Background: an optimization exercise with open tools, aiming at small area. Do not read the settings as production practice. Only simulation tests tie the RTL to the original design; equivalence was not proved. Power figures rest on the tool's default switching activity, not on a simulated workload.

===== run.sh =====
#!/bin/bash
# synth_recipe.tcl (not shown) runs the flow's synth.tcl, then flattens the netlist and writes it again
# the make line also repeats each setting of config.mk as NAME=value (left out here)
make -C /OpenROAD-flow-scripts/flow DESIGN_CONFIG=/design/flow/config.mk WORK_HOME=/design/flow/orfs CLKGATE_MAP_FILE= SYNTH_SCRIPT=/design/flow/synth_recipe.tcl finish

===== config.mk =====
export PLATFORM = sky130hd
export DESIGN_NAME = spark16_core
export DESIGN_NICKNAME = spark16_core
export VERILOG_FILES = /design/flow/design.v
export SDC_FILE = /design/flow/constraint.sdc
export NUM_CORES = 4
export LEC_CHECK = 0
export CAP_MARGIN = 20
export CORE_MARGIN = 2
export CORE_UTILIZATION = 40
export SLEW_MARGIN = 20

===== constraint.sdc =====
create_clock -name core_clock -period 10.0 [get_ports {clk}]
set_input_delay 2.0000 -clock core_clock [delete_from_list [all_inputs] [get_ports {clk}]]
set_output_delay 2.0000 -clock core_clock [all_outputs]
set_load 0.01 [all_outputs]

===== design.v =====
module spark16_core (
    input  wire        clk,
    input  wire        rst,           
    input  wire        load,
    input  wire [15:0] load_start,
    input  wire [15:0] load_len,
    output reg         mem_valid,
    output reg         mem_we,
    output reg  [15:0] mem_addr,
    output reg  [15:0] mem_wdata,
    input  wire        mem_ready,
    input  wire [15:0] mem_rdata,
    output wire        halted,
    output wire        faulted,
    output wire [2:0]  fault_kind,
    input  wire [3:0]  dbg_sel,
    output reg  [15:0] dbg_data
);
    localparam [3:0] S_CLR  = 4'd0;    
    localparam [3:0] S_LDP  = 4'd1;    
    localparam [3:0] S_CHK  = 4'd2;    
    localparam [3:0] S_EX1  = 4'd3;    
    localparam [3:0] S_EXJ  = 4'd4;    
    localparam [3:0] S_EXL  = 4'd5;    
    localparam [3:0] S_EXR  = 4'd6;    
    localparam [3:0] S_FET  = 4'd8;
    localparam [3:0] S_DEC  = 4'd9;
    localparam [3:0] S_MEM  = 4'd10;
    localparam [3:0] S_ROT  = 4'd11;
    localparam [3:0] S_DONE = 4'd12;
    reg [15:0] rf [1:7];
    reg [15:0] pc, sp, pe, ps;
    reg        fz, fc, fn, fv;
    reg        halt_q;
    reg [2:0]  fault_q;
    reg [15:0] ir;
    reg [3:0]  aux;           
    reg        sfault;        
    reg        c;             
    reg        ic;            
    reg        gt, all1;      
    reg [3:0]  cnt;
    reg [3:0]  state;
    assign halted     = halt_q;
    assign fault_kind = fault_q;
    assign faulted    = (fault_q != 3'd0);
    wire pass = ~state[3];
    wire done = (state == S_DONE);
    wire t0   = (cnt == 4'd0);
    wire [3:0] op   = ir[15:12];
    wire [2:0] f    = ir[2:0];
    wire [3:0] sub  = ir[11:8];
    wire [2:0] esel = ir[7:5];
    wire op0 = (op == 4'h0);
    wire op1 = (op == 4'h1);
    wire opF = (op == 4'hF);
    wire is_sh   = op0 & f[2] & f[1];
    wire is_shl  = is_sh & ~f[0];
    wire is_ldr  = op1 & (f == 3'd0);
    wire is_str  = op1 & (f == 3'd1);
    wire is_cmp  = op1 & (f == 3'd2);
    wire is_ret  = op1 & (f == 3'd3);
    wire is_push = op1 & (f == 3'd4);
    wire is_pop  = op1 & (f == 3'd5);
    wire is_ld   = (op == 4'h2);
    wire is_st   = (op == 4'h3);
    wire is_lui  = (op == 4'h7);
    wire is_call = (op == 4'h9);
    wire is_jmp  = (op == 4'hA) | (op == 4'hB) | (op == 4'hC) | (op == 4'hD);
    wire e_ok    = (esel[2:1] == 2'b00) | (esel == 3'd2);
    wire is_mfs  = opF & (sub == 4'h1) & e_ok;
    wire is_mts  = opF & (sub == 4'h2) & e_ok;
    wire is_halt = opF & (sub == 4'hF);
    wire is_mem  = is_ldr | is_str | is_ret | is_push | is_pop | is_ld | is_st | is_call;
    wire mem_wr  = is_str | is_st | is_push | is_call;
    wire [2:0] fk =
        ((op1 & f[2] & f[1]) | (op == 4'hE) |
         (opF & (sub != 4'h0) & (sub != 4'hE) & (sub != 4'hF) & ~is_mfs & ~is_mts)) ? 3'd1 :
        (opF & (sub == 4'hE)) ? 3'd5 :
        sfault ? 3'd4 : 3'd0;
    wire taken = (op == 4'hA) | ((op == 4'hB) & fz) | ((op == 4'hC) & ~fz) |
                 ((op == 4'hD) & ~fz & (fn == fv));
    wire [3:0] m   = is_shl ? aux : (4'd0 - aux);
    wire [4:0] u   = {1'b0, cnt} + {1'b0, m};
    wire       nz  = (aux != 4'd0);
    wire       msk = nz & (is_shl ? u[4] : ~u[4]);
    wire       u15 = (u == 5'd15);
    wire       u16 = (u == 5'd16);
    wire       rot_end = (cnt == ~m);
    reg  [3:0]  isel;
    wire [3:0]  rsel = done ? dbg_sel : isel;
    reg  [15:0] rm;
    always @* begin
        case (rsel)
            4'd1, 4'd2, 4'd3, 4'd4, 4'd5, 4'd6, 4'd7:
                   rm = rf[rsel[2:0]];
            4'd8:  rm = pc;
            4'd9:  rm = sp;
            4'd10: rm = {12'h000, fv, fn, fc, fz};
            4'd11: rm = ps;
            4'd12: rm = pe;
            4'd13: rm = done ? 16'h0000 : ir;
            default: rm = 16'h0000;
        endcase
    end
    always @* dbg_data = rm;
    localparam [2:0] A_ZERO = 3'd0, A_GPR = 3'd1, A_PC = 3'd2, A_SP = 3'd3,
                     A_PE = 3'd4, A_INC = 3'd5;
    localparam [2:0] B_ZERO = 3'd0, B_C2 = 3'd1, B_R0 = 3'd2, B_RT = 3'd3,
                     B_S8 = 3'd4, B_Z8 = 3'd5, B_S12 = 3'd6, B_LUI = 3'd7;
    reg  [2:0] asel, bsel, aop;
    wire [2:0] aidx = (op[3:1] == 3'b000) ? ir[8:6] : ir[11:9];
    wire       gpr_a = (aidx == 3'd0) ? 1'b0 : rf[aidx][0];
    reg        inc_sp;
    wire       ix    = inc_sp ? sp[0] : pc[0];
    wire       inc_o = ix ^ (ic & ~t0);
    wire       ic_n  = t0 | (ix & ic);
    reg a;
    always @* begin
        case (asel)
            A_GPR:   a = gpr_a;
            A_PC:    a = pc[0];
            A_SP:    a = sp[0];
            A_PE:    a = pe[0];
            A_INC:   a = inc_o;
            default: a = 1'b0;
        endcase
    end
    reg  [3:0] bidx;
    reg        bz;
    always @* begin
        bidx = cnt;
        bz   = 1'b0;
        case (bsel)
            B_R0:  bidx = 4'd0;
            B_S8:  if (cnt[3]) bidx = 4'd7;
            B_Z8:  bz = cnt[3];
            B_S12: if (cnt > 4'd11) bidx = 4'd11;
            B_LUI: begin bidx = {1'b0, cnt[2:0]}; bz = ~cnt[3]; end
            default: ;
        endcase
    end
    wire bsel_rm = rm[bidx];
    wire b = (bsel == B_ZERO) ? 1'b0 :
             (bsel == B_C2)   ? (cnt == 4'd1) :
             (bsel_rm & ~bz);
    wire subm = (aop == 3'd1);
    wire bb   = b ^ subm;
    wire cin  = t0 ? subm : c;
    wire sum  = a ^ bb ^ cin;
    wire cout = (a & bb) | (a & cin) | (bb & cin);
    reg r;
    always @* begin
        case (aop)
            3'd0, 3'd1: r = sum;
            3'd2:       r = a & b;
            3'd3:       r = a | b;
            3'd4:       r = a ^ b;
            3'd5:       r = ~a;
            default:    r = a & ~msk;        
        endcase
    end
    reg        gwr;           
    reg  [2:0] dsel;
    reg  [1:0] pcs;           
    reg  [1:0] sps;           
    reg        pew;           
    reg  [2:0] flm;           
    always @* begin
        isel   = 4'd0;
        asel   = A_ZERO;
        bsel   = B_ZERO;
        aop    = 3'd0;
        gwr    = 1'b0;
        dsel   = ir[11:9];
        pcs    = 2'd0;
        sps    = 2'd0;
        pew    = 1'b0;
        flm    = 3'd0;
        inc_sp = 1'b0;
        case (state)
            S_CLR: begin
                pcs = 2'd2; sps = 2'd2; pew = 1'b1; flm = 3'd5;
            end
            S_LDP: begin
                isel = 4'd11; bsel = B_RT; asel = A_PE;
                pcs = 2'd3; sps = 2'd3; pew = 1'b1;
            end
            S_CHK: begin
                isel = 4'd11; bsel = B_RT; asel = A_PC; aop = 3'd1;
            end
            S_DEC: begin
                isel = {1'b0, ir[5:3]};
            end
            S_EX1: begin
                pcs = 2'd1;
                if (op0) begin
                    isel = {1'b0, ir[5:3]}; bsel = B_R0; asel = A_GPR;
                    aop = f; gwr = 1'b1;
                    flm = is_sh ? (nz ? 3'd3 : 3'd0) : (f[2:1] == 2'b00) ? 3'd1 : 3'd2;
                end else if (op1) begin
                    aop = 3'd1;
                    if (is_cmp) begin
                        isel = {1'b0, ir[5:3]}; bsel = B_R0; asel = A_GPR; flm = 3'd1;
                    end
                    if (is_push & ~sfault) begin
                        asel = A_SP; bsel = B_C2; sps = 2'd2;
                    end
                end else if (op == 4'h4 || op == 4'h8) begin
                    isel = 4'd13; bsel = B_S8; asel = A_GPR; flm = 3'd1;
                    aop = (op == 4'h8) ? 3'd1 : 3'd0;
                    gwr = (op == 4'h4);
                end else if (op == 4'h5 || op == 4'h6) begin
                    isel = 4'd13; bsel = B_Z8; asel = A_GPR; flm = 3'd2;
                    aop = (op == 4'h5) ? 3'd2 : 3'd3; gwr = 1'b1;
                end else if (is_lui) begin
                    isel = 4'd13; bsel = B_LUI; gwr = 1'b1;
                end else if (is_call) begin
                    aop = 3'd1;
                    if (~sfault) begin
                        asel = A_SP; bsel = B_C2; sps = 2'd2;
                    end
                end else if (is_mfs) begin
                    gwr  = 1'b1;
                    dsel = ir[4:2];
                    case (esel[1:0])
                        2'd0:    asel = A_INC;
                        2'd1:    asel = A_SP;
                        default: begin isel = 4'd10; bsel = B_RT; end
                    endcase
                end else if (is_mts) begin
                    isel = {1'b0, ir[4:2]}; bsel = B_R0;
                    case (esel[1:0])
                        2'd0:    pcs = 2'd2;
                        2'd1:    sps = 2'd2;
                        default: flm = 3'd4;
                    endcase
                end
            end
            S_MEM: begin
                isel = is_push ? {1'b0, ir[8:6]} : is_call ? 4'd8 : {1'b0, ir[11:9]};
            end
            S_EXJ: begin
                isel = 4'd13; bsel = B_S12; asel = A_PC; pcs = 2'd2;
            end
            S_EXL: begin
                isel = 4'd13; bsel = B_RT; gwr = 1'b1; dsel = aux[2:0];
                inc_sp = 1'b1; sps = aux[3] ? 2'd1 : 2'd0;
            end
            S_EXR: begin
                isel = 4'd13; bsel = B_RT; pcs = 2'd2;
                inc_sp = 1'b1; sps = 2'd1;
            end
            default: ;
        endcase
    end
    wire clr = (state == S_CLR);
    wire rot = (state == S_ROT);
    reg pc_in, sp_in;
    always @* begin
        case (pcs)
            2'd0: pc_in = pc[0];
            2'd1: pc_in = inc_o;
            2'd2: pc_in = r;
            default: pc_in = b;
        endcase
        case (sps)
            2'd0: sp_in = sp[0];
            2'd1: sp_in = inc_o;
            2'd2: sp_in = r;
            default: sp_in = ~t0;
        endcase
    end
    wire chk_bad = ~c | (ic ? ~all1 : gt);
    wire moob    = ic & pc[0];
    always @* begin
        mem_valid = 1'b0;
        mem_we    = 1'b0;
        mem_addr  = pc;
        mem_wdata = rm;
        if (state == S_FET) begin
            mem_valid = ~chk_bad & ~moob;
        end else if (state == S_MEM) begin
            mem_valid = 1'b1;
            mem_we    = mem_wr;
            if (is_ld | is_st)
                mem_addr = {8'h00, ir[7:0]};
            else if (is_ldr | is_str)
                mem_addr = {13'd0, ir[8:6]};
            else
                mem_addr = sp;
        end
    end
    wire accept = mem_valid & mem_ready;
    integer i;
    always @(posedge clk) begin
        for (i = 1; i < 8; i = i + 1) begin
            if (pass | (rot & (dsel == i)))
                rf[i] <= {(clr | (gwr & (dsel == i))) ? r : rf[i][0], rf[i][15:1]};
        end
    end
    always @(posedge clk) begin
        if (pass) begin
            pc <= {pc_in, pc[15:1]};
            sp <= {sp_in, sp[15:1]};
        end
    end
    always @(posedge clk) begin
        if (load)
            pe <= load_len;
        else if (pass)
            pe <= {pew ? r : pe[0], pe[15:1]};
    end
    always @(posedge clk) begin
        if (load | clr)
            ps <= load ? load_start : 16'h0000;
    end
    always @(posedge clk) begin
        if (accept & ~mem_we)
            ir <= mem_rdata;
    end
    always @(posedge clk) begin
        if (pass) begin
            c  <= cout;
            ic <= ic_n;
        end
        if (state == S_CHK) begin
            gt   <= (inc_o ^ pe[0]) ? inc_o : (gt & ~t0);
            all1 <= pe[0] & (all1 | t0);
        end
    end
    wire t15 = (cnt == 4'd15);
    always @(posedge clk) begin
        case (flm)
            3'd1, 3'd2: begin
                fz <= (fz | t0) & ~r;
                if (t15) begin
                    fn <= r;
                    fc <= (flm == 3'd1) & (cout ^ subm);
                    fv <= (flm == 3'd1) & (cin ^ cout);
                end
            end
            3'd3: begin
                fz <= (fz | t0) & ~r;
                fv <= 1'b0;
                if (is_shl) begin
                    if (u15) fn <= a;
                    if (u16) fc <= a;
                end else begin
                    fn <= 1'b0;
                    if (u15) fc <= a;
                end
            end
            3'd4: begin
                if (cnt == 4'd0) fz <= b;
                if (cnt == 4'd1) fc <= b;
                if (cnt == 4'd2) fn <= b;
                if (cnt == 4'd3) fv <= b;
            end
            3'd5: begin
                fz <= 1'b0; fc <= 1'b0; fn <= 1'b0; fv <= 1'b0;
            end
            default: ;
        endcase
    end
    always @(posedge clk) begin
        if (rst) begin
            state   <= S_CLR;
            cnt     <= 4'd0;
            halt_q  <= 1'b0;
            fault_q <= 3'd0;
        end else if (load) begin
            state   <= S_LDP;
            cnt     <= 4'd0;
            halt_q  <= 1'b0;
            fault_q <= 3'd0;
        end else begin
            if (pass | (rot & ~rot_end))
                cnt <= cnt + 4'd1;
            else
                cnt <= 4'd0;
            case (state)
                S_CLR, S_LDP, S_EXJ, S_EXL, S_EXR:
                    if (t15) state <= S_CHK;
                S_CHK:
                    if (t15) state <= S_FET;
                S_FET: begin
                    if (chk_bad) begin
                        fault_q <= 3'd3;
                        state   <= S_DONE;
                    end else if (moob) begin
                        fault_q <= 3'd2;
                        state   <= S_DONE;
                    end else if (mem_ready)
                        state <= S_DEC;
                end
                S_DEC: begin
                    aux    <= is_sh ? rm[3:0] : {is_pop, ir[11:9]};
                    sfault <= ((is_push | is_call) & (sp[15:1] == 15'd0)) |
                              ((is_pop | is_ret) & (sp == 16'hFFFF));
                    state  <= S_EX1;
                end
                S_EX1:
                    if (t15) begin
                        if (fk != 3'd0) begin
                            fault_q <= fk;
                            state   <= S_DONE;
                        end else if (is_halt) begin
                            halt_q <= 1'b1;
                            state  <= S_DONE;
                        end else if (is_sh & nz)
                            state <= S_ROT;
                        else if (is_mem)
                            state <= S_MEM;
                        else if (is_jmp & taken)
                            state <= S_EXJ;
                        else
                            state <= S_CHK;
                    end
                S_MEM:
                    if (mem_ready) begin
                        if (is_call)
                            state <= S_EXJ;
                        else if (mem_wr)
                            state <= S_CHK;
                        else if (is_ret)
                            state <= S_EXR;
                        else
                            state <= S_EXL;
                    end
                S_ROT:
                    if (rot_end) state <= S_CHK;
                default: ;
            endcase
        end
    end
endmodule

==> results of run 1 <==
==> worst reg2reg max path, cell delays in order, from the launching register on <==
cell,delay [ns]
edfxtp_1,0.89
or4b_4,0.67
o21ai_0,0.51
o211a_1,0.23
and4_2,0.66
buf_4,0.42
nor2_1,0.21
a222oi_1,0.48
o311ai_1,0.26
a22oi_1,0.33
o211ai_1,0.14
o21a_1,0.28
a21oi_2,0.20
xor2_1,0.20
fa_1,0.45
nand2_1,0.06
o21ai_0,0.09
mux2i_1,0.24
o31ai_1,0.14
or2_2,0.43
mux2i_1,0.16
o21ai_0,0.10
==> report_power, final <==
group          internal [µW]  switching, µW  leakage (µW)
combinational            127            146       0.00253
sequential              1080           72.3       0.00246
clock                    594            385      0.000425
==> final cells by class <==
type	count	area [µm²]	area share
Multi-Input combinational cell	865	5570	0.376
Sequential cell	217	6400	0.432
Clock buffer	31	691	0.0467
Clock inverter	15	183	0.0123
Inverter	35	131	0.00888
Tap cell	402	503	0.0340
Timing Repair Buffer	140	1330	0.0897
==> stage by stage <==
| stage | setup WS, ns | hold WS (ns) | total power (µW) | instances | util |
|---|---|---|---|---|---|
| floorplan | 3.48 | 0.417 | 1290 | 1215 | - |
| global placement | 1.91 | 0.424 | 1440 | 1657 | 0.444 |
| detailed placement | 1.76 | 0.432 | 1440 | 1658 | 0.445 |
| CTS | 1.82 | 0.445 | 2410 | 1704 | 0.473 |
| global route | 1.56 | 0.450 | 2470 | 1705 | 0.473 |
| finish | 1.70 | 0.448 | 2410 | 1705 | 0.473 |
==> path summary, 6_finish.rpt <==
| kind | to | slack [ns] | cells after the start |
|---|---|---|---|
| setup reg to reg | sp[15] | 2.59 | 21 |
| hold / removal | rf[2][3] | 0.45 | 0 |
| setup / recovery | dbg_data[2] | 1.70 | 11 |
| hold reg to reg | rf[2][3] | 0.45 | 0 |
==> placed cells by master (no fill, tap or decap), types with 10 or more instances in the layout <==
| cell | instances |
|---|---|
| nor2_1 | 83 |
| a211oi_1 | 11 |
| o22ai_1 | 11 |
| mux2i_1 | 29 |
| nand3_1 | 42 |
| nand2b_1 | 13 |
| and3_1 | 13 |
| and2_1 | 20 |
| o21ai_1 | 15 |
| nand4_1 | 30 |
| nor3_1 | 24 |
| dfxtp_1 | 12 |
| a31oi_1 | 12 |
| o211ai_1 | 14 |
| ha_1 | 10 |
| mux2_2 | 29 |
| clkdlybuf4s50_1 | 110 |
| o21a_1 | 11 |
| a21oi_1 | 66 |
| edfxtp_1 | 205 |
| o21ai_0 | 73 |
| inv_1 | 35 |
| nand2_1 | 129 |
| a32oi_1 | 13 |
| clkbuf_16 | 27 |
| buf_4 | 28 |
| o31ai_1 | 14 |
| nor4_1 | 12 |
| or2_2 | 10 |
| nor2b_1 | 11 |
==> per-layer routing <==
metal,global-route usage,vias to the layer above
met5,0,-
met3,0.0293,101
li1,-,4799
met4,0.0959,0
met2,0.407,663
met1,0.375,5373
==> Yosys cell counts, drive strengths merged, types with 10 or more instances <==
cell type	count	area share
and2	21	0.010
o21ai	89	0.036
nand4	30	0.015
o211ai	14	0.0083
nor3	27	0.013
nand2b	13	0.0064
o21a	11	0.0065
a32oi	13	0.0090
o22ai	11	0.0055
clkbuf	48	0.014
and3	13	0.0064
nand3	42	0.017
or2	10	0.0050
inv	35	0.010
o31ai	14	0.0083
a211oi	12	0.0075
a31oi	12	0.0060
a221oi	10	0.0079
nand2	129	0.038
ha	10	0.0099
mux2i	29	0.023
dfxtp	12	0.019
nor2	84	0.025
mux2	30	0.027
a21oi	69	0.028
edfxtp	205	0.49
nor4	12	0.0060
nor2b	11	0.0055
buf	50	0.028
==> cells by family (layout without fill, tap and decap cells) <==
kind of cell | count (synthesis) | after routing
AO/OA/AOI/OAI | 352 | 352
adder cells (fa/ha/maj) | 13 | 13
flip-flops | 217 | 217
buffers and inverters | 133 | 221
multiplexers | 61 | 61
AND/OR/NAND/NOR | 424 | 424
XOR/XNOR | 15 | 15
==> registers in the layout, indices dropped and copies added (netlist names), 3 cells and up <==
signal   flops
aux          4
cnt          4
fault_q      3
ir          16
pc          16
pe          16
ps          16
rf         112
sp          16
state        4
==> results.ini, run 1 <==
[run_status]
outcome = complete, no violations

[drt]
met3_length_um = 3800
drt-vias-per-instance = 6.41
drt-total-wl_um = 44000
dr_total_vias = 10900
wl_met2_um = 19800
route.detailed.drc = 0
avgRoutedWirePerCell_um = 25.8
wl_met1_um = 18700
top_layer = met4
first_pass_iters = 6
antenna_left = 0
drtIter0Drc = 1575

[worst_setup_path]
crit_buf_inv = 3
crit_required_ns = 8.00
worstReg2RegStart = ir[12]
critPathKind = input port to primary output
max_stage_delay_ns = 0.78
arrival_ns = 6.30
critPathMostFrequentCell = clkdlybuf4s50_1
cp-end-kind = primary output
critical_path.slowest_cell = nand3_1
startpoint_type = input port
crit_start = dbg_sel[0]
crit_family = simple AND/OR/NAND/NOR gates
cp_max_fo = 23
path_cells = clkdlybuf4s50_1, nor2b_1, o221ai_1, o311a_1, nand3_1, buf_4, nor2_1, a22oi_1, o31ai_1, or2_2, clkdlybuf4s50_1

[clock_tree]
ctsHoldBuffers = 0
cts-root-buf = clkbuf_16
clkTransAtPathRegs_ns = 0.06
cts_max_path_buffers = 3
cts_buffers = 26
cts_resized = 0
numClockSinks = 217
clock_latency_ns = 0.54
postCtsSetupBuffers = 0
cts_tree = built
htreeDepth = 1

[sta]
min_period_over_period = 0.830
rsz0062_at_grt = false
fin_skew_ns = 0.0248
setup_viol = 0
clock.fmax_ghz = 0.120
finalHoldViolCount = 0
slew_headroom = 0.243
tns_ns = 0
worstMarginPinSlew_ns = 1.13
min_period_ns = 8.30
drv_slew = 0

[yosys]
syn_area_per_cell_um2 = 10.4
syn_inst = 1215
ys_ff_latch = 217
yosys_most_used_dff = edfxtp_1
synthXorXnorAreaFrac = 0.0104
synth_top_family_by_area = compound AO/OA/AOI/OAI gates
synth_warnings = 18
synth_fp_nets = 1283
synth_compound_area_frac = 0.192
yosys.area_share.simple = 0.171
syn_area_um2 = 12600
synth_edf_count = 205
synth.yosys.seq_area_share = 0.507
synth.distinct_cells = 92
synth_mux_area_frac = 0.0534
async_flop_share = 0
synth_fa_ha_area_frac = 0.0139

[layout]
nFillCells = 2845
design_area_um2 = 14800
n_antenna_cell = 0
syn_to_final_growth_pct = 17.4
drive_gt1_frac = 0.107
fin_nets = 1353

[placement]
numPortBuffers = 110
dp_hpwl_um = 31700
routabilityCongestion = 0.932
place_area_um2 = 13900

[floorplanning]
num_io_pins = 111
core_area_um2 = 31300
die-area_um2 = 33000
die_w_um = 182
row_count = 65
start_util = 0.403
die_h_um = 182

[global_route]
grt_overflow_total = 0
grt_pass1_wl_um = 65300
first_global_vias = 10200
grt_max_degree = 43
grt_usage = 0.261
antenna_found_initial = 0

[pwr]
power_density_nw_per_um2 = 162
ir_drop_v = 0.000123
p_leak_uw = 0.00542

[job]
maxCapViolCount = 0

[worst_hold_path]
min_from = rf[2][4]
hold_path_class = flip-flop to flip-flop

==> inputs of run 2 (changes only) <==
==> flow/run.sh (new file) <==
#!/bin/bash
# The standard layout (the standard.sh: ORFS synthesis through finish), with the
# port buffers that global placement inserts made from the smallest buffer cell.
set -euo pipefail
bash standard.sh "BUFFER_PORTS_ARGS=-buffer_cell sky130_fd_sc_hd__buf_1" finish > standard_flow.log 2>&1
==> standard.sh (new file) <==
#!/bin/bash
# synth_recipe.tcl (not shown) runs the flow's synth.tcl, then flattens the netlist and writes it again
# the make line also repeats each setting of config.mk as NAME=value (left out here)
make -C /OpenROAD-flow-scripts/flow DESIGN_CONFIG=/design/flow/config.mk WORK_HOME=/design/flow/orfs CLKGATE_MAP_FILE= SYNTH_SCRIPT=/design/flow/synth_recipe.tcl "${@:-finish}"
--- a/config.mk
+++ b/config.mk
@@ -8,4 +8,7 @@
 export CAP_MARGIN = 20
 export CORE_MARGIN = 2
-export CORE_UTILIZATION = 40
+export CORE_UTILIZATION = 60
+export CTS_BUF_LIST = sky130_fd_sc_hd__clkbuf_16
+export CTS_CLUSTER_DIAMETER = 120
+export CTS_CLUSTER_SIZE = 24
 export SLEW_MARGIN = 20
removed: run.sh
==> run 2 against run 1 <==
Still clean on timing, DRC and antenna. Die area down 33%. Clock power down 44%. Non-clock buffer count down 2. Maximum frequency up 7.9%. Cell count down 9.0%. Critical path depth up 11. Clock-buffer cell count down 18. Global-route usage up 13 points. Largest cell class unchanged.
==> results.ini, run 2 <==
[run_status]
outcome = complete, no violations

[worst_setup_path]
cp-end-kind = flip-flop
crit_required_ns = 10.24  ; +2.24 ns
worstReg2RegStart = ir[12]
r2r_end = sp[15]
startpoint_type = input port
arrival_ns = 7.94  ; +1.64 ns
r2r_slack_ns = 2.57  ; -0.02 ns
critPathKind = input port to flip-flop
crit_start = dbg_sel[0]
ff2ff_path_depth = 21  ; unchanged
cp_max_fo = 34  ; +48%
endpoint = sp[15]

[clock_tree]
clkTransAtPathRegs_ns = 0.10  ; +0.04 ns
cts_tree = built
cts_buffers = 13  ; -50%
cts_resized = 0  ; unchanged
numClockSinks = 217  ; unchanged
cts_max_path_buffers = 3  ; unchanged
ctsHoldBuffers = 0  ; unchanged
clock_latency_ns = 0.50  ; -0.04 ns
postCtsSetupBuffers = 0  ; unchanged
cts-root-buf = clkbuf_16
htreeDepth = 1  ; unchanged

[sta]
rsz0062_at_grt = false
setup_viol = 0  ; unchanged
drv_slew = 0  ; unchanged
fin_skew_ns = 0.0405  ; +0.0157 ns
min_period_over_period = 0.770  ; -0.0605
tns_ns = 0  ; unchanged
worstMarginPinSlew_ns = 1.12  ; -0.0174 ns
min_period_ns = 7.70  ; -0.605 ns
clock.fmax_ghz = 0.130  ; +7.9%
slew_headroom = 0.254  ; +0.0116
finalHoldViolCount = 0  ; unchanged

[yosys]
synth_warnings = 18  ; unchanged
syn_area_um2 = 12600  ; unchanged
synth_top_area_share = 0.488  ; unchanged
syn_inst = 1215  ; unchanged
synth_fp_nets = 1283  ; unchanged
ys_ff_latch = 217  ; unchanged
synthTopCellsByArea = edfxtp_1 49%, nand2_1 3.8%, o21ai_0 3.2%, a21oi_1 2.6%, mux2_2 2.6%
synth_top_cell_by_area = edfxtp_1
yosys.cell_count.top_type = edfxtp_1
async_flop_share = 0  ; unchanged
synth.yosys.seq_area_share = 0.507  ; unchanged
synth_common_cells = 205 x edfxtp_1, 129 x nand2_1, 84 x nor2_1, 80 x o21ai_0, 66 x a21oi_1
yosys_most_used_dff = edfxtp_1
syn_area_per_cell_um2 = 10.4  ; unchanged
synth_edf_count = 205  ; unchanged
synth.distinct_cells = 92  ; unchanged

[drt]
drt-vias-per-instance = 7.12  ; +11%
antenna_left = 0  ; unchanged
drtIter0Drc = 1522  ; -3.4%
avgRoutedWirePerCell_um = 27.6  ; +7.1%
dr_total_vias = 11000  ; +1.0%
route.detailed.drc = 0  ; unchanged
first_pass_iters = 6  ; unchanged
drt-total-wl_um = 42800  ; -2.6%

[pwr]
ir_drop_v = 0.000147  ; +19%
internal_power_uw = 1410  ; -22%
power_density_nw_per_um2 = 144  ; -12%
netSwitchingPower_uw = 523  ; -13%
power.share.clock = 0.286  ; -0.121
swShare = 0.271  ; +0.0202
combPwrFrac = 0.117  ; +0.003
p_leak_uw = 0.00490  ; -9.5%
seqPwrFrac = 0.598  ; +0.119

[placement]
routabilityCongestion = 0.967  ; +3.8%
place_area_um2 = 13100  ; -6.2%
dp_hpwl_um = 30500  ; -3.7%
numPortBuffers = 110  ; unchanged
place_inst = 1530  ; -7.7%

[worst_hold_path]
min_from = rf[4][9]
hold_path_class = flip-flop to flip-flop

[global_route]
grt_usage = 0.386  ; +0.126
antenna_found_initial = 1  ; +1
grt_max_degree = 40  ; -7.0%
grt_pass1_wl_um = 64100  ; -1.9%
first_global_vias = 10300  ; +0.44%
grt_overflow_total = 0  ; unchanged

[layout]
layout_commonest_cell = edfxtp_1
fin_cells = 1551  ; -9.0%
syn_to_final_growth_pct = 6.56
largest-register = rf
design_area_um2 = 13400  ; -9.2%
n_antenna_cell = 0  ; unchanged
layout_common_cells = 205 x edfxtp_1, 129 x nand2_1, 110 x buf_1
drive_gt1_frac = 0.0893  ; -0.0173
largest_register_ff_count = 112  ; unchanged
fin_nets = 1338  ; -1.1%

[floorplanning]
die_h_um = 149  ; -18%
core_area_um2 = 20800  ; -33%
die_w_um = 149  ; -18%
die-area_um2 = 22200  ; -33%
num_io_pins = 111  ; unchanged
row_count = 53  ; -18%
start_util = 0.606  ; +0.203

[job]
maxCapViolCount = 0  ; unchanged

==> run 2: cell count changes in the layout (fill, tap and decap cells not counted), moves of 2 or more <==
cell             previous run  this run
buf_1                       0       110
clkdlybuf4s50_1           110         0
clkbuf_16                  27        13
clkinv_2                    5         0
bufinv_16                   4         0
clkbuf_1                    4         0
inv_1                      35        39
clkinv_1                    3         0
inv_6                       0         2
==> run 2: per-stage QoR <==
stage | power [µW] | setup slack (ns) | hold slack (ns) | utilization
floorplan | 1290 | 3.48 | 0.417 | -
global placement | 1380 | 2.09 | 0.430 | 0.627
detailed placement | 1380 | 1.95 | 0.429 | 0.627
CTS | 1930 | 2.44 | 0.452 | 0.645
global route | 1980 | 1.96 | 0.474 | 0.645
finish | 1930 | 2.30 | 0.453 | 0.645
==> run 2: per-layer routing <==
metal,global-route usage,part of all wire,up-vias
li1,-,-,4763
met4,0.130,0.037,0
met2,0.591,0.45,891
met3,0.0612,0.12,111
met5,0,0,-
met1,0.566,0.39,5283
==> run 2: worst max-delay path, stage by stage <==
cell	delay, ns
buf_1	0.06
nor2b_1	0.12
o221ai_1	0.30
o311ai_2	0.41
nor3_4	0.78
buf_4	0.55
mux2_2	0.40
a222oi_1	0.29
o311ai_1	0.19
a22oi_1	0.29
o211ai_1	0.13
o21a_1	0.29
a21oi_2	0.22
xor2_1	0.21
fa_1	0.45
nand2_1	0.06
o21ai_0	0.08
mux2i_1	0.22
o31ai_1	0.13
or2_2	0.44
mux2i_1	0.16
o21ai_0	0.10
==> run 2: cell type report <==
type | count | area [µm²]
sequential | 217 | 6400
fill | 1712 | 7380
timing repair buffer | 138 | 623
inverter | 35 | 131
clock buffer | 13 | 325
tap | 275 | 344
multi-input combinational | 865 | 5570
clock inverter | 8 | 51.3
==> run 2: how the worst min path moves through the flow <==
| stage | end | cells after the start |
|---|---|---|
| floorplan | rf[7][9] | 0 |
| global placement | rf[5][7] | 0 |
| detailed placement | rf[7][9] | 0 |
| CTS | rf[4][8] | 0 |
| global route | rf[5][1] | 0 |
| finish | rf[4][8] | 0 |
==> run 2: cell families after synthesis <==
kind of cell    synth area share
mux                       0.0534
xor+xnor                  0.0104
buf+inv                   0.0527
simple gates               0.171
flops                      0.507
fa+ha+maj                 0.0139
compound gates             0.192
==> run 2: power groups by stage <==
stage          clock, µW  combinational (µW)  sequential [µW]
5_1_grt              584                 242             1160
3_3_place_gp           0                 215             1170
3_5_place_dp           0                 218             1170
4_1_cts              558                 220             1150
2_1_floorplan          0                 159             1130
6_report             552                 225             1150
==> inputs of run 3 (changes only) <==
==> flow/run.sh (replaced) <==
#!/bin/bash
# Own layout flow: the standard layout (standard.sh, ORFS synthesis to finish) with two
# changes that only affect how the layout is made:
#  - synthesis: synth_recipe.tcl unchanged, except that Yosys's abc call (the mapping of the
#    combinational logic, after the registers are mapped) uses the area-oriented script
#    flow/abc_area.script instead of ORFS's speed script;
#  - the port buffers that global placement inserts use the smallest buffer cell.
# Every tool's output goes to standard_flow.log here; ORFS's own logs are under orfs/logs.
set -euo pipefail
W=$(pwd)
{
  cat <<EOT
proc abc {args} {
  set out {}
  set skip 0
  foreach a \$args {
    if {\$skip} { lappend out $W/flow/abc_area.script; set skip 0; continue }
    if {\$a eq "-script"} { lappend out \$a; set skip 1; continue }
    lappend out \$a
  }
  yosys abc {*}\$out
}
EOT
  cat synth_recipe.tcl
} > own_synth.tcl
bash standard.sh "SYNTH_SCRIPT=$W/own_synth.tcl" \
  "BUFFER_PORTS_ARGS=-buffer_cell sky130_fd_sc_hd__buf_1" finish > standard_flow.log 2>&1
==> flow/abc_area.script (new file) <==
strash
&get -n
&fraig -x
&put
scorr
dc2
strash
&get -n
&dch -f
&nf -R 1000
&st
&dch -f
&nf -R 1000
&put
==> run 3 against run 2 <==
Clock skew fell by 0.012 ns. Hold slack improved by 0.0035 ns. Die area down 14%. Critical path depth grew 4. Maximum frequency shrank 9.7%. Cell area shrank 11%. Utilization increased by 2.7 points. Flip-flop and latch count stayed put. Still clean on timing, DRC and antenna. First-iteration DRC count is 4.2% higher. Worst setup slack got worse by 0.83 ns. Sequential share of layout area rose by 5.7 points. Largest power group unchanged. Synthesized cell count is 23% lower.
==> results.ini, run 3 <==
[layout]
syn_to_final_growth_pct = 11.0
nFillCells = 1389  ; -19%
largest-register = rf
layout_common_cells = 205 x edfxtp_1, 109 x buf_1, 103 x nor2_1
seq_area_um2 = 6400  ; unchanged
fin_cells = 1309  ; -16%
drive_gt1_frac = 0.0472  ; -0.0421
layout_commonest_cell = edfxtp_1
multi_input_area_um2 = 4260  ; -24%
largest_register_ff_count = 112  ; unchanged
fin_nets = 1142  ; -15%
n_antenna_cell = 0  ; unchanged

[yosys]
syn_inst = 941  ; -23%
yosys.cell_count.top_type = edfxtp_1
yosys_most_used_dff = edfxtp_1
synth_edf_count = 205  ; unchanged
syn_area_per_cell_um2 = 11.5  ; +11%
synth.yosys.seq_area_share = 0.592  ; +0.0847
synth_common_cells = 205 x edfxtp_1, 103 x nor2_1, 97 x nand2_1, 60 x a21oi_1, 60 x nand3_1
synth_warnings = 18  ; unchanged
synth.distinct_cells = 58  ; -37%
synthTopCellsByArea = edfxtp_1 57%, nor2_1 3.6%, a222oi_1 3.5%, nand2_1 3.4%, a22oi_1 3.0%
ys_ff_latch = 217  ; unchanged
async_flop_share = 0  ; unchanged
synth_top_cell_by_area = edfxtp_1
synth_top_area_share = 0.570  ; +0.0815
syn_area_um2 = 10800  ; -14%
synth_fp_nets = 1009  ; -21%

[clock_tree]
postCtsSetupBuffers = 0  ; unchanged
cts_tree = built
cts_max_path_buffers = 3  ; unchanged
clock_latency_ns = 0.48  ; -0.02 ns
htreeDepth = 1  ; unchanged
cts_resized = 0  ; unchanged
cts-root-buf = clkbuf_16
cts_buffers = 13  ; unchanged
ctsHoldBuffers = 0  ; unchanged
numClockSinks = 217  ; unchanged
clkTransAtPathRegs_ns = 0.10  ; about the same

[drt]
route.detailed.drc = 0  ; unchanged
drt-vias-per-instance = 7.05  ; -0.99%
drt-total-wl_um = 35300  ; -18%
antenna_left = 0  ; unchanged
avgRoutedWirePerCell_um = 27.0  ; -2.4%
first_pass_iters = 7  ; +1
dr_total_vias = 9232  ; -16%
drtIter0Drc = 1586  ; +4.2%

[sta]
rsz0062_at_grt = false
min_period_over_period = 0.853  ; +0.0828
setup_ws_ns = 1.47  ; -0.828 ns
tns_ns = 0  ; unchanged
hold_slack_ns = 0.457  ; +0.00347 ns
drv_slew = 0  ; unchanged
worstMarginPinSlew_ns = 1.05  ; -0.0698 ns
finalHoldViolCount = 0  ; unchanged
slew_headroom = 0.297  ; +0.0423
fin_skew_ns = 0.0283  ; -0.0122 ns
setup_viol = 0  ; unchanged
clock.fmax_ghz = 0.117  ; -9.7%
min_period_ns = 8.53  ; +0.828 ns

[worst_setup_path]
worstReg2RegStart = ir[14]
cp_max_fo = 18  ; -47%
arrival_ns = 8.75  ; +0.81 ns
crit_required_ns = 10.23  ; about the same
critPathKind = flip-flop to flip-flop
cp-end-kind = flip-flop
ff2ff_path_depth = 26  ; +24%
startpoint_type = flip-flop
r2r_slack_ns = 1.47  ; -1.10 ns
r2r_end = rf[6][15]

[global_route]
grt_usage = 0.364  ; -0.0222
grt_max_degree = 39  ; -2.5%
grt_overflow_total = 0  ; unchanged
grt_pass1_wl_um = 53200  ; -17%
antenna_found_initial = 0  ; -1
first_global_vias = 8571  ; -16%

[floorplanning]
die_w_um = 138  ; -7.2%
row_count = 49  ; -7.5%
num_io_pins = 111  ; unchanged
die-area_um2 = 19100  ; -14%
core_area_um2 = 17800  ; -14%
start_util = 0.606  ; about the same
die_h_um = 138  ; -7.2%

[placement]
routabilityCongestion = 1.01  ; +4.7%
numPortBuffers = 110  ; unchanged
place_inst = 1288  ; -16%
dp_hpwl_um = 25700  ; -16%
pre_cts_ws_ns = 1.45  ; -0.498 ns

[run_status]
outcome = complete, no violations

[job]
maxCapViolCount = 0  ; unchanged

[worst_hold_path]
hold_end = rf[6][9]
min_path_cells = 0  ; unchanged
hold_path_class = flip-flop to flip-flop
min_from = rf[6][10]

[pwr]
p_leak_uw = 0.00431  ; -12%
power_density_nw_per_um2 = 170  ; +19%
ir_drop_v = 0.000222  ; +51%

## run 3: cell count changes in the layout (fill, tap and decap cells not counted), moves of 29 or more
cell / change
mux2_2: -29
nand2_1: -32
inv_1: -32
a22oi_1: +35
o21ai_0: -37
a222oi_1: +36
## run 3: worst max-delay path: stages, from the launching register on
cell and delay (ns):
edfxtp_1 0.50, nor2_1 0.29, clkinv_1 0.23, nor3b_1 0.22, buf_4 0.22, nand2_1 0.11, nor3_1 0.63, nor2_1 0.24
a22o_1 0.26, a221oi_1 0.31, o21ai_0 0.42, nor2b_1 0.22, buf_4 0.28, nor3b_2 0.86, a222oi_1 0.23, nand3_1 0.27
mux4_2 0.27, nand2_1 0.06, a21o_1 0.17, a31oi_1 0.61, xnor2_1 0.20, fa_1 0.48, nand2_1 0.07, a21oi_1 0.07
a21oi_1 0.16, nand3_1 0.40, mux2_1 0.46
## run 3: final cells by class
cell class,count,area share
clock buffer,13,0.0271
multi-input combinational,685,0.355
tap,229,0.0239
timing repair buffer,134,0.0495
inverter,23,0.00719
clock inverter,8,0.00469
sequential,217,0.533
## run 3: how the worst max path moves through the flow
| stage | start | endpoint | slack [ns] | cells past startpoint |
|---|---|---|---|---|
| 2_1_floorplan | ir[14] | rf[1][15] | 2.39 | 24 |
| 3_3_place_gp | ir[14] | rf[6][15] | 1.77 | 25 |
| 3_5_place_dp | ir[14] | rf[4][15] | 1.45 | 25 |
| 4_1_cts | ir[14] | rf[6][15] | 1.38 | 25 |
| 5_1_grt | ir[14] | rf[5][15] | 1.00 | 25 |
| 6_report | ir[14] | rf[6][15] | 1.47 | 26 |
## run 3: routing by layer
metal,share of wire,vias up,track usage
met2,0.45,768,0.562
met4,0.041,0,0.112
met3,0.12,113,0.0707
met1,0.39,4371,0.531
li1,-,3980,-
met5,0,-,0
## run 3: per-stage QoR
stage,area [µm²],total power (µW),utilization
after floorplan,10800,1380,-
after global placement,11600,1500,0.651
after detailed placement,11600,1510,0.651
after CTS,12000,2030,0.672
after global routing,12000,2100,0.673
final,12000,2050,0.673
## run 3: logic make-up after synthesis
| logic type | synth area share |
|---|---|
| flops | 0.592 |
| simple gates | 0.165 |
| mux | 0.0368 |
| xor+xnor | 0.00811 |
| compound gates | 0.163 |
| buf+inv | 0.0191 |
| fa+ha+maj | 0.0162 |
## run 3: power breakdown
| part | leakage (µW) | internal [µW] | switching (µW) |
|---|---|---|---|
| clock | 0.000209 | 244 | 296 |
| combinational | 0.00171 | 77.6 | 134 |
| sequential | 0.00239 | 1170 | 127 |
==> inputs of run 4 (changes only) <==
--- a/design.v
+++ b/design.v
@@ -106,5 +106,5 @@
     always @* dbg_data = rm;
     localparam [2:0] A_ZERO = 3'd0, A_GPR = 3'd1, A_PC = 3'd2, A_SP = 3'd3,
-                     A_PE = 3'd4, A_INC = 3'd5;
+                     A_PE = 3'd4, A_C2 = 3'd5;
     localparam [2:0] B_ZERO = 3'd0, B_C2 = 3'd1, B_R0 = 3'd2, B_RT = 3'd3,
                      B_S8 = 3'd4, B_Z8 = 3'd5, B_S12 = 3'd6, B_LUI = 3'd7;
@@ -123,5 +123,5 @@
             A_SP:    a = sp[0];
             A_PE:    a = pe[0];
-            A_INC:   a = inc_o;
+            A_C2:    a = (cnt == 4'd1);
             default: a = 1'b0;
         endcase
@@ -181,5 +181,5 @@
         case (state)
             S_CLR: begin
-                pcs = 2'd2; sps = 2'd2; pew = 1'b1; flm = 3'd5;
+                pcs = 2'd2; sps = 2'd2; pew = 1'b1; flm = 3'd4;
             end
             S_LDP: begin
@@ -224,9 +224,7 @@
                     gwr  = 1'b1;
                     dsel = ir[4:2];
-                    case (esel[1:0])
-                        2'd0:    asel = A_INC;
-                        2'd1:    asel = A_SP;
-                        default: begin isel = 4'd10; bsel = B_RT; end
-                    endcase
+                    isel = {2'b10, esel[1:0]};
+                    bsel = esel[1] ? B_RT : B_R0;
+                    asel = (esel[1:0] == 2'd0) ? A_C2 : A_ZERO;
                 end else if (is_mts) begin
                     isel = {1'b0, ir[4:2]}; bsel = B_R0;
@@ -353,11 +351,7 @@
             end
             3'd4: begin
-                if (cnt == 4'd0) fz <= b;
-                if (cnt == 4'd1) fc <= b;
-                if (cnt == 4'd2) fn <= b;
-                if (cnt == 4'd3) fv <= b;
-            end
-            3'd5: begin
-                fz <= 1'b0; fc <= 1'b0; fn <= 1'b0; fv <= 1'b0;
+                if (cnt[3:2] == 2'd0) begin
+                    fz <= fc; fc <= fn; fn <= fv; fv <= b;
+                end
             end
             default: ;
==> run 4 against run 3 <==
Flip-flop and latch count unchanged. Clock skew down 0.0020 ns. Cell area down 1.3%. Combinational power down 11%.
==> results.ini, run 4 <==
[run_status]
outcome = complete, no violations

[clock_tree]
cts_buffers = 13  ; unchanged
cts_resized = 0  ; unchanged
clock_latency_ns = 0.50  ; +0.02 ns
htreeDepth = 1  ; unchanged
cts_max_path_buffers = 3  ; unchanged
ctsHoldBuffers = 0  ; unchanged
postCtsSetupBuffers = 0  ; unchanged
numClockSinks = 217  ; unchanged
clkTransAtPathRegs_ns = 0.11  ; about the same
cts_tree = built
cts-root-buf = clkbuf_16

[drt]
wl_met2_um = 15100  ; -4.2%
drtIter0Drc = 1348  ; -15%
drt-vias-per-instance = 6.99  ; -0.85%
antenna_left = 0  ; unchanged
met3_length_um = 4450  ; +3.7%
route.detailed.drc = 0  ; unchanged
top_layer = met4
avgRoutedWirePerCell_um = 26.2  ; -2.8%
wl_met1_um = 13300  ; -3.1%
first_pass_iters = 10  ; +3
dr_total_vias = 9084  ; -1.6%
drt-total-wl_um = 34000  ; -3.6%

[floorplanning]
start_util = 0.617  ; +0.0115
num_io_pins = 111  ; unchanged
die_w_um = 138  ; -0.42%
core_area_um2 = 17400  ; -2.7%
row_count = 48  ; -2.0%
die_h_um = 138  ; -0.42%
die-area_um2 = 18900  ; -0.84%

[layout]
largest-register = rf
fin_nets = 1137  ; -0.44%
largest_register_ff_count = 112  ; unchanged
layout_commonest_cell = edfxtp_1
syn_to_final_growth_pct = 10.5
layout_common_cells = 205 x edfxtp_1, 134 x nand2_1, 109 x buf_1
fin_cells = 1299  ; -0.76%
seq_area_um2 = 6400  ; unchanged
n_antenna_cell = 0  ; unchanged
nFillCells = 1301  ; -6.3%
drive_gt1_frac = 0.0372  ; -0.00998
multi_input_area_um2 = 4140  ; -2.6%

[placement]
routabilityCongestion = 0.979  ; -3.2%
place_inst = 1280  ; -0.62%
dp_hpwl_um = 24600  ; -4.4%
numPortBuffers = 110  ; unchanged

[worst_setup_path]
cp-end-kind = flip-flop
critPathMostFrequentCell = nand2_1
max_stage_delay_ns = 0.64  ; -0.22 ns
cp_max_fo = 17  ; -1
worstReg2RegStart = ir[13]
r2r_slack_ns = 2.14  ; +0.67 ns
r2r_end = pe[15]
critPathKind = flip-flop to flip-flop
crit_required_ns = 10.24  ; about the same
startpoint_type = flip-flop
arrival_ns = 8.10  ; -0.65 ns
endpoint = pe[15]
ff2ff_path_depth = 28  ; +7.7%
crit_start = ir[13]
critical_path.slowest_cell = edfxtp_1

[sta]
clock.fmax_ghz = 0.127  ; +8.5%
setup_viol = 0  ; unchanged
min_period_ns = 7.86  ; -0.669 ns
slew_headroom = 0.256  ; -0.0401
drv_slew = 0  ; unchanged
tns_ns = 0  ; unchanged
min_period_over_period = 0.786  ; -0.0669
fin_skew_ns = 0.0262  ; -0.00204 ns
finalHoldViolCount = 0  ; unchanged
worstMarginPinSlew_ns = 1.11  ; +0.0622 ns
rsz0062_at_grt = false

[pwr]
p_leak_uw = 0.00430  ; -0.31%
ir_drop_v = 0.000192  ; -13%
power_density_nw_per_um2 = 166  ; -2.7%

[yosys]
syn_area_um2 = 10700  ; -0.87%
synthTopCellsByArea = edfxtp_1 57%, nand2_1 4.7%, a222oi_1 3.6%, nor2_1 3.2%, a22oi_1 3.0%
syn_inst = 940  ; -0.11%
synth.distinct_cells = 61  ; +5.2%
synth_top_cell_by_area = edfxtp_1
async_flop_share = 0  ; unchanged
ys_ff_latch = 217  ; unchanged
synth.yosys.seq_area_share = 0.597  ; +0.00518
synth_edf_count = 205  ; unchanged
synth_fp_nets = 1007  ; -0.20%
yosys.cell_count.top_type = edfxtp_1
yosys_most_used_dff = edfxtp_1
synth_warnings = 18  ; unchanged
synth_top_area_share = 0.575  ; +0.00499
syn_area_per_cell_um2 = 11.4  ; -0.76%
synth_common_cells = 205 x edfxtp_1, 134 x nand2_1, 92 x nor2_1, 61 x nand3_1, 58 x o21ai_0

[global_route]
first_global_vias = 8272  ; -3.5%
grt_usage = 0.357  ; -0.00737
grt_max_degree = 39  ; unchanged
grt_pass1_wl_um = 49300  ; -7.2%
antenna_found_initial = 0  ; unchanged
grt_overflow_total = 0  ; unchanged

[worst_hold_path]
hold_path_class = flip-flop to flip-flop
min_path_cells = 0  ; unchanged

[job]
maxCapViolCount = 0  ; unchanged

[run 4: cell count changes after synthesis, sizes merged, moves of 4 or more]
cell,previous run,this run
mux2,26,22
nor2,103,92
clkinv,23,18
xor2,2,7
xnor2,8,4
o21a,1,5
and3,10,5
a21oi,60,33
o21ai,38,58
nand2,97,134
[run 4: how the worst min path moves through the flow]
stage               from        end  slack, ns
2_1_floorplan  rf[1][14]  rf[1][13]       0.43
6_report       rf[4][10]   rf[4][9]       0.45
3_5_place_dp    rf[5][9]   rf[5][8]       0.43
5_1_grt         rf[7][5]   rf[7][4]       0.46
4_1_cts         rf[5][9]   rf[5][8]       0.45
3_3_place_gp   rf[6][10]   rf[6][9]       0.43
[run 4: area by class of cell]
| cell class | instances | share of cell area |
|---|---|---|
| Sequential cell | 217 | 0.540 |
| Multi-Input combinational cell | 689 | 0.350 |
| Clock buffer | 13 | 0.0275 |
| Timing Repair Buffer | 131 | 0.0483 |
| Clock inverter | 6 | 0.00454 |
| Tap cell | 225 | 0.0238 |
| Inverter | 18 | 0.00571 |
[run 4: kinds of logic after synthesis]
| group | count (synthesis) | synth area share |
|---|---|---|
| buffers and inverters | 34 | 0.0175 |
| adder cells (fa/ha/maj) | 12 | 0.0152 |
| multiplexers | 30 | 0.0306 |
| AND/OR/NAND/NOR | 391 | 0.168 |
| AO/OA/AOI/OAI | 245 | 0.163 |
| XOR/XNOR | 11 | 0.00899 |
| flip-flops | 217 | 0.597 |
[run 4: critical path, delay by kind of cell, from the launching register on]
family	cells	cell delay, ns
AO/OA/AOI/OAI	13	2.58
flip-flops	1	0.64
XOR/XNOR	1	0.23
adder cells (fa/ha/maj)	1	0.45
buffers and inverters	2	0.53
AND/OR/NAND/NOR	11	3.17
[run 4: per-stage QoR]
step / setup slack [ns] / util / total power, µW / hold slack, ns / instance area, µm²
after CTS: 2.35 / 0.682 / 1950 / 0.455 / 11800
after global routing: 1.71 / 0.682 / 2010 / 0.458 / 11800
after detailed placement: 2.45 / 0.660 / 1430 / 0.433 / 11500
final: 2.14 / 0.682 / 1960 / 0.453 / 11800
after floorplan: 3.24 / - / 1320 / 0.425 / 10700
after global placement: 2.47 / 0.660 / 1430 / 0.430 / 11500
[run 4: report_power, final]
group	total, µW	internal [µW]	switching (µW)
combinational	189	68.7	120
sequential	1230	1130	98.3
clock	543	244	299
total	1960	1450	517
[run 4: layer usage]
layer | GRT usage | vias up
met5 | 0 | -
met4 | 0.114 | 0
met3 | 0.0747 | 84
met2 | 0.538 | 726
met1 | 0.520 | 4316
li1 | - | 3958
==> inputs of run 5 (changes only) <==
--- a/design.v
+++ b/design.v
@@ -24,4 +24,5 @@
     localparam [3:0] S_EXL  = 4'd5;    
     localparam [3:0] S_EXR  = 4'd6;    
+    localparam [3:0] S_EXP  = 4'd7;    
     localparam [3:0] S_FET  = 4'd8;
     localparam [3:0] S_DEC  = 4'd9;
@@ -32,9 +33,7 @@
     reg [15:0] pc, sp, pe, ps;
     reg        fz, fc, fn, fv;
-    reg        halt_q;
-    reg [2:0]  fault_q;
     reg [15:0] ir;
     reg [3:0]  aux;           
-    reg        sfault;        
+    reg        psv;           
     reg        c;             
     reg        ic;            
@@ -42,9 +41,10 @@
     reg [3:0]  cnt;
     reg [3:0]  state;
-    assign halted     = halt_q;
-    assign fault_kind = fault_q;
-    assign faulted    = (fault_q != 3'd0);
+    wire done;
+    assign halted     = done & aux[3];
+    assign fault_kind = done ? aux[2:0] : 3'd0;
+    assign faulted    = done & (aux[2:0] != 3'd0);
     wire pass = ~state[3];
-    wire done = (state == S_DONE);
+    assign done = (state == S_DONE);
     wire t0   = (cnt == 4'd0);
     wire [3:0] op   = ir[15:12];
@@ -78,5 +78,5 @@
          (opF & (sub != 4'h0) & (sub != 4'hE) & (sub != 4'hF) & ~is_mfs & ~is_mts)) ? 3'd1 :
         (opF & (sub == 4'hE)) ? 3'd5 :
-        sfault ? 3'd4 : 3'd0;
+        ((is_push | is_call | is_pop | is_ret) & aux[3]) ? 3'd4 : 3'd0;
     wire taken = (op == 4'hA) | ((op == 4'hB) & fz) | ((op == 4'hC) & ~fz) |
                  ((op == 4'hD) & ~fz & (fn == fv));
@@ -98,5 +98,5 @@
             4'd9:  rm = sp;
             4'd10: rm = {12'h000, fv, fn, fc, fz};
-            4'd11: rm = ps;
+            4'd11: rm = psv ? ps : 16'h0000;
             4'd12: rm = pe;
             4'd13: rm = done ? 16'h0000 : ir;
@@ -204,5 +204,5 @@
                         isel = {1'b0, ir[5:3]}; bsel = B_R0; asel = A_GPR; flm = 3'd1;
                     end
-                    if (is_push & ~sfault) begin
+                    if (is_push & ~aux[3]) begin
                         asel = A_SP; bsel = B_C2; sps = 2'd2;
                     end
@@ -218,5 +218,5 @@
                 end else if (is_call) begin
                     aop = 3'd1;
-                    if (~sfault) begin
+                    if (~aux[3]) begin
                         asel = A_SP; bsel = B_C2; sps = 2'd2;
                     end
@@ -244,5 +244,8 @@
             S_EXL: begin
                 isel = 4'd13; bsel = B_RT; gwr = 1'b1; dsel = aux[2:0];
-                inc_sp = 1'b1; sps = aux[3] ? 2'd1 : 2'd0;
+            end
+            S_EXP: begin
+                isel = 4'd13; bsel = B_RT; gwr = 1'b1; dsel = aux[2:0];
+                inc_sp = 1'b1; sps = 2'd1;
             end
             S_EXR: begin
@@ -311,6 +314,6 @@
     end
     always @(posedge clk) begin
-        if (load | clr)
-            ps <= load ? load_start : 16'h0000;
+        if (load)
+            ps <= load_start;
     end
     always @(posedge clk) begin
@@ -362,11 +365,9 @@
             state   <= S_CLR;
             cnt     <= 4'd0;
-            halt_q  <= 1'b0;
-            fault_q <= 3'd0;
+            psv     <= 1'b0;
         end else if (load) begin
             state   <= S_LDP;
             cnt     <= 4'd0;
-            halt_q  <= 1'b0;
-            fault_q <= 3'd0;
+            psv     <= 1'b1;
         end else begin
             if (pass | (rot & ~rot_end))
@@ -375,5 +376,5 @@
                 cnt <= 4'd0;
             case (state)
-                S_CLR, S_LDP, S_EXJ, S_EXL, S_EXR:
+                S_CLR, S_LDP, S_EXJ, S_EXL, S_EXR, S_EXP:
                     if (t15) state <= S_CHK;
                 S_CHK:
@@ -381,8 +382,8 @@
                 S_FET: begin
                     if (chk_bad) begin
-                        fault_q <= 3'd3;
+                        aux     <= 4'd3;
                         state   <= S_DONE;
                     end else if (moob) begin
-                        fault_q <= 3'd2;
+                        aux     <= 4'd2;
                         state   <= S_DONE;
                     end else if (mem_ready)
@@ -390,7 +391,7 @@
                 end
                 S_DEC: begin
-                    aux    <= is_sh ? rm[3:0] : {is_pop, ir[11:9]};
-                    sfault <= ((is_push | is_call) & (sp[15:1] == 15'd0)) |
-                              ((is_pop | is_ret) & (sp == 16'hFFFF));
+                    aux    <= is_sh ? rm[3:0] :
+                              {((is_push | is_call) & (sp[15:1] == 15'd0)) |
+                              ((is_pop | is_ret) & (sp == 16'hFFFF)), ir[11:9]};
                     state  <= S_EX1;
                 end
@@ -398,8 +399,8 @@
                     if (t15) begin
                         if (fk != 3'd0) begin
-                            fault_q <= fk;
+                            aux     <= {1'b0, fk};
                             state   <= S_DONE;
                         end else if (is_halt) begin
-                            halt_q <= 1'b1;
+                            aux    <= 4'b1000;
                             state  <= S_DONE;
                         end else if (is_sh & nz)
@@ -420,4 +421,6 @@
                         else if (is_ret)
                             state <= S_EXR;
+                        else if (is_pop)
+                            state <= S_EXP;
                         else
                             state <= S_EXL;
==> run 5 against run 4 <==
Sequential share of layout area increased by 0.50 points. Maximum frequency decreased by 2.5%. Die area decreased by 2.3%. Critical endpoint is now fn. Largest cell class unchanged. Highest routed layer is now met5.
==> results.ini, run 5 <==
[yosys]
synth_compound_area_frac = 0.170  ; +0.00774
synth_fp_nets = 979  ; -2.8%
async_flop_share = 0  ; unchanged
syn_area_um2 = 10500  ; -2.4%
yosys_most_used_dff = edfxtp_1
synth_top_family_by_area = compound AO/OA/AOI/OAI gates
synth.distinct_cells = 57  ; -6.6%
synth_fa_ha_area_frac = 0.0168  ; +0.00157
synth_top_area_share = 0.586  ; +0.0114
synth_edf_count = 204  ; -0.49%
synth_top_cell_by_area = edfxtp_1
synthXorXnorAreaFrac = 0.00838  ; -0.000615
ys_ff_latch = 213  ; -1.8%
syn_inst = 911  ; -3.1%
syn_area_per_cell_um2 = 11.5  ; +0.69%
synth_common_cells = 204 x edfxtp_1, 116 x nand2_1, 97 x nor2_1, 62 x o21ai_0, 52 x nand3_1
synth.yosys.seq_area_share = 0.603  ; +0.00617
synthTopCellsByArea = edfxtp_1 59%, nand2_1 4.2%, a22oi_1 3.7%, nor2_1 3.5%, a222oi_1 3.3%
synth_warnings = 18  ; unchanged
synth_mux_area_frac = 0.0280  ; -0.00259
yosys.cell_count.top_type = edfxtp_1
yosys.area_share.simple = 0.155  ; -0.0131

[sta]
min_period_ns = 8.06  ; +0.204 ns
rsz0062_at_grt = false
min_period_over_period = 0.806  ; +0.0203
drv_slew = 0  ; unchanged
setup_ws_ns = 1.94  ; -0.203 ns
finalHoldViolCount = 0  ; unchanged
worstMarginPinSlew_ns = 1.13  ; +0.0172 ns
tns_ns = 0  ; unchanged
slew_headroom = 0.246  ; -0.0102
setup_viol = 0  ; unchanged
fin_skew_ns = 0.0216  ; -0.00459 ns
clock.fmax_ghz = 0.124  ; -2.5%

[clock_tree]
cts_resized = 0  ; unchanged
numClockSinks = 213  ; -1.8%
clock_latency_ns = 0.48  ; -0.02 ns
cts_tree = built
cts_buffers = 12  ; -1
clkTransAtPathRegs_ns = 0.11  ; about the same
cts_max_path_buffers = 3  ; unchanged
cts-root-buf = clkbuf_16
ctsHoldBuffers = 0  ; unchanged
htreeDepth = 1  ; unchanged
postCtsSetupBuffers = 0  ; unchanged

[drt]
drtIter0Drc = 1643  ; +22%
route.detailed.drc = 0  ; unchanged
avgRoutedWirePerCell_um = 27.7  ; +5.9%
antenna_left = 0  ; unchanged
drt-vias-per-instance = 7.14  ; +2.1%
dr_total_vias = 9051  ; -0.36%
first_pass_iters = 8  ; -2
drt-total-wl_um = 35200  ; +3.4%

[layout]
design_area_um2 = 11600  ; -2.3%
fin_nets = 1105  ; -2.8%
utilization = 0.673  ; -0.00873
largest-register = rf
n_antenna_cell = 0  ; unchanged
largest_register_ff_count = 112  ; unchanged
drive_gt1_frac = 0.0374  ; +0.000148
layout_common_cells = 204 x edfxtp_1, 116 x nand2_1, 109 x buf_1
layout_commonest_cell = edfxtp_1
syn_to_final_growth_pct = 10.7

[worst_setup_path]
cp_max_fo = 17  ; unchanged
startpoint_type = flip-flop
arrival_ns = 8.28  ; +0.18 ns
crit_required_ns = 10.22  ; -0.02 ns
critPathKind = flip-flop to flip-flop
cp-end-kind = flip-flop

[pwr]
finalPower_uw = 2060  ; +4.7%
ir_drop_v = 0.000192  ; +0.14%
power_density_nw_per_um2 = 178  ; +7.1%
p_leak_uw = 0.00407  ; -5.3%

[job]
maxCapViolCount = 0  ; unchanged

[floorplanning]
row_count = 48  ; unchanged
num_io_pins = 111  ; unchanged
die-area_um2 = 18500  ; -2.3%
start_util = 0.609  ; -0.00860
die_h_um = 136  ; -1.2%
core_area_um2 = 17200  ; -1.0%
die_w_um = 136  ; -1.2%

[run_status]
outcome = complete, no violations

[global_route]
antenna_found_initial = 1  ; +1
grt_usage = 0.383  ; +0.0267
first_global_vias = 8327  ; +0.66%
grt_max_degree = 36  ; -7.7%
grt_overflow_total = 0  ; unchanged
grt_pass1_wl_um = 51900  ; +5.3%

[placement]
routabilityCongestion = 1.00  ; +2.4%
place_area_um2 = 11200  ; -2.2%
pre_cts_ws_ns = 2.29  ; -0.156 ns
dp_hpwl_um = 25600  ; +4.1%
numPortBuffers = 110  ; unchanged

[worst_hold_path]
hold_path_class = flip-flop to flip-flop

[run 5: cell count changes in the layout (fill, tap and decap cells not counted), sizes merged, moves of 5 or more]
cell and delta:
a21oi +16, a22oi +8, and2 -10, nand2 -18, nand2b -10, nand3 -9
nand4 +7, nor2 +5
[run 5: power by group]
part	internal, µW	switching [µW]	leakage, µW
Combinational	80.4	149	0.00162
Sequential	1170	146	0.00225
Clock	237	276	0.000196
[run 5: cells by family (layout without fill, tap and decap cells)]
group                    Yosys count  count (layout)
XOR/XNOR                          10              10
AO/OA/AOI/OAI                    258             258
adder cells (fa/ha/maj)           13              13
AND/OR/NAND/NOR                  355             355
flip-flops                       213             213
multiplexers                      27              27
buffers and inverters             35             167
[run 5: layer usage]
metal  part of all wire  wire, µm  track usage  vias up
met3               0.13      4540       0.0854      108
met2               0.44     15600        0.577      802
li1                   -         -            -     3863
met5            0.00034        12            0        -
met4              0.047      1640        0.152        2
met1               0.38     13400        0.548     4276
[run 5: layout make-up]
cell class	count	area [µm²]
Inverter	19	71.3
Clock buffer	13	325
Fill cell	1324	5610
Tap cell	225	282
Clock inverter	7	27.5
Timing Repair Buffer	128	549
Multi-Input combinational cell	663	4010
Sequential cell	213	6310
[run 5: final timing paths]
path / slack [ns] / cells after the start / from / end
worst min register to register: 0.45 / 0 / rf[7][7] / rf[7][6]
worst max-delay path: 1.94 / 26 / ir[12] / fn
worst min-delay path: 0.45 / 0 / rf[7][7] / rf[7][6]
worst max register to register: 1.94 / 26 / ir[12] / fn
[run 5: critical path: stages, from the launching register on]
cell       delay [ns]
edfxtp_1         0.69
clkinv_1         0.24
nor2_1           0.21
nand2_1          0.13
or4b_1           0.54
and2_0           0.21
o21ai_0          0.39
a2111oi_0        0.20
o21ai_0          0.13
o21ai_0          0.29
nor3_2           0.23
buf_4            0.29
and2_0           0.76
a222oi_1         0.25
nand4_1          0.29
mux2i_1          0.11
o21ai_0          0.16
a21oi_1          0.06
o21ai_0          0.22
a32o_1           0.38
xnor2_1          0.19
fa_1             0.44
nand2_1          0.07
a21oi_1          0.09
a2111oi_4        0.79
nor3b_1          0.13
a221o_1          0.32
[run 5: metrics by stage]
step	cells	hold WS, ns
2_1_floorplan	911	0.425
3_3_place_gp	1248	0.431
3_5_place_dp	1248	0.433
4_1_cts	1268	0.445
5_1_grt	1268	0.460
6_report	1268	0.448

[port drivers added, routing unchanged]
Ports are ideal in the flow. The routed layouts listed here were re-timed in OpenROAD. Step 1: set_driving_cell puts a clkbuf_16 on clk and a buf_2 on each other input, an assumption about the parent block. Step 2 moves the port delays by t, midway between the first and last clock arrival at a register: inputs arrive t later, outputs are due t later. That takes back most of the time a late clock gives input paths. Slacks: no drivers / after step 1 / after step 2; pairs: no drivers / after step 1.
run | t, ns | setup WS [ns] | hold slack, ns | worst register clock-pin slew, ns | pins driven straight from the clock port
run 1 | 0.583 | 1.697 / 1.675 / 1.540 | 0.448 / 0.448 / 0.448 | 0.07 / 0.07 | 1
run 2 | 0.534 | 2.302 / 2.334 / 1.800 | 0.453 / 0.453 / 0.453 | 0.11 / 0.11 | 1
run 3 | 0.516 | 1.474 / 1.474 / 1.474 | 0.457 / 0.457 / 0.457 | 0.11 / 0.11 | 1
run 4 | 0.531 | 2.143 / 2.143 / 2.143 | 0.453 / 0.453 / 0.453 | 0.11 / 0.11 | 1
run 5 | 0.517 | 1.940 / 1.940 / 1.940 | 0.448 / 0.448 / 0.448 | 0.11 / 0.11 | 1
After both steps setup and hold are still met in every run listed. The setup slack of run 2, which loses most, moves by +0.032 ns with the drivers and by -0.502 ns with both steps.
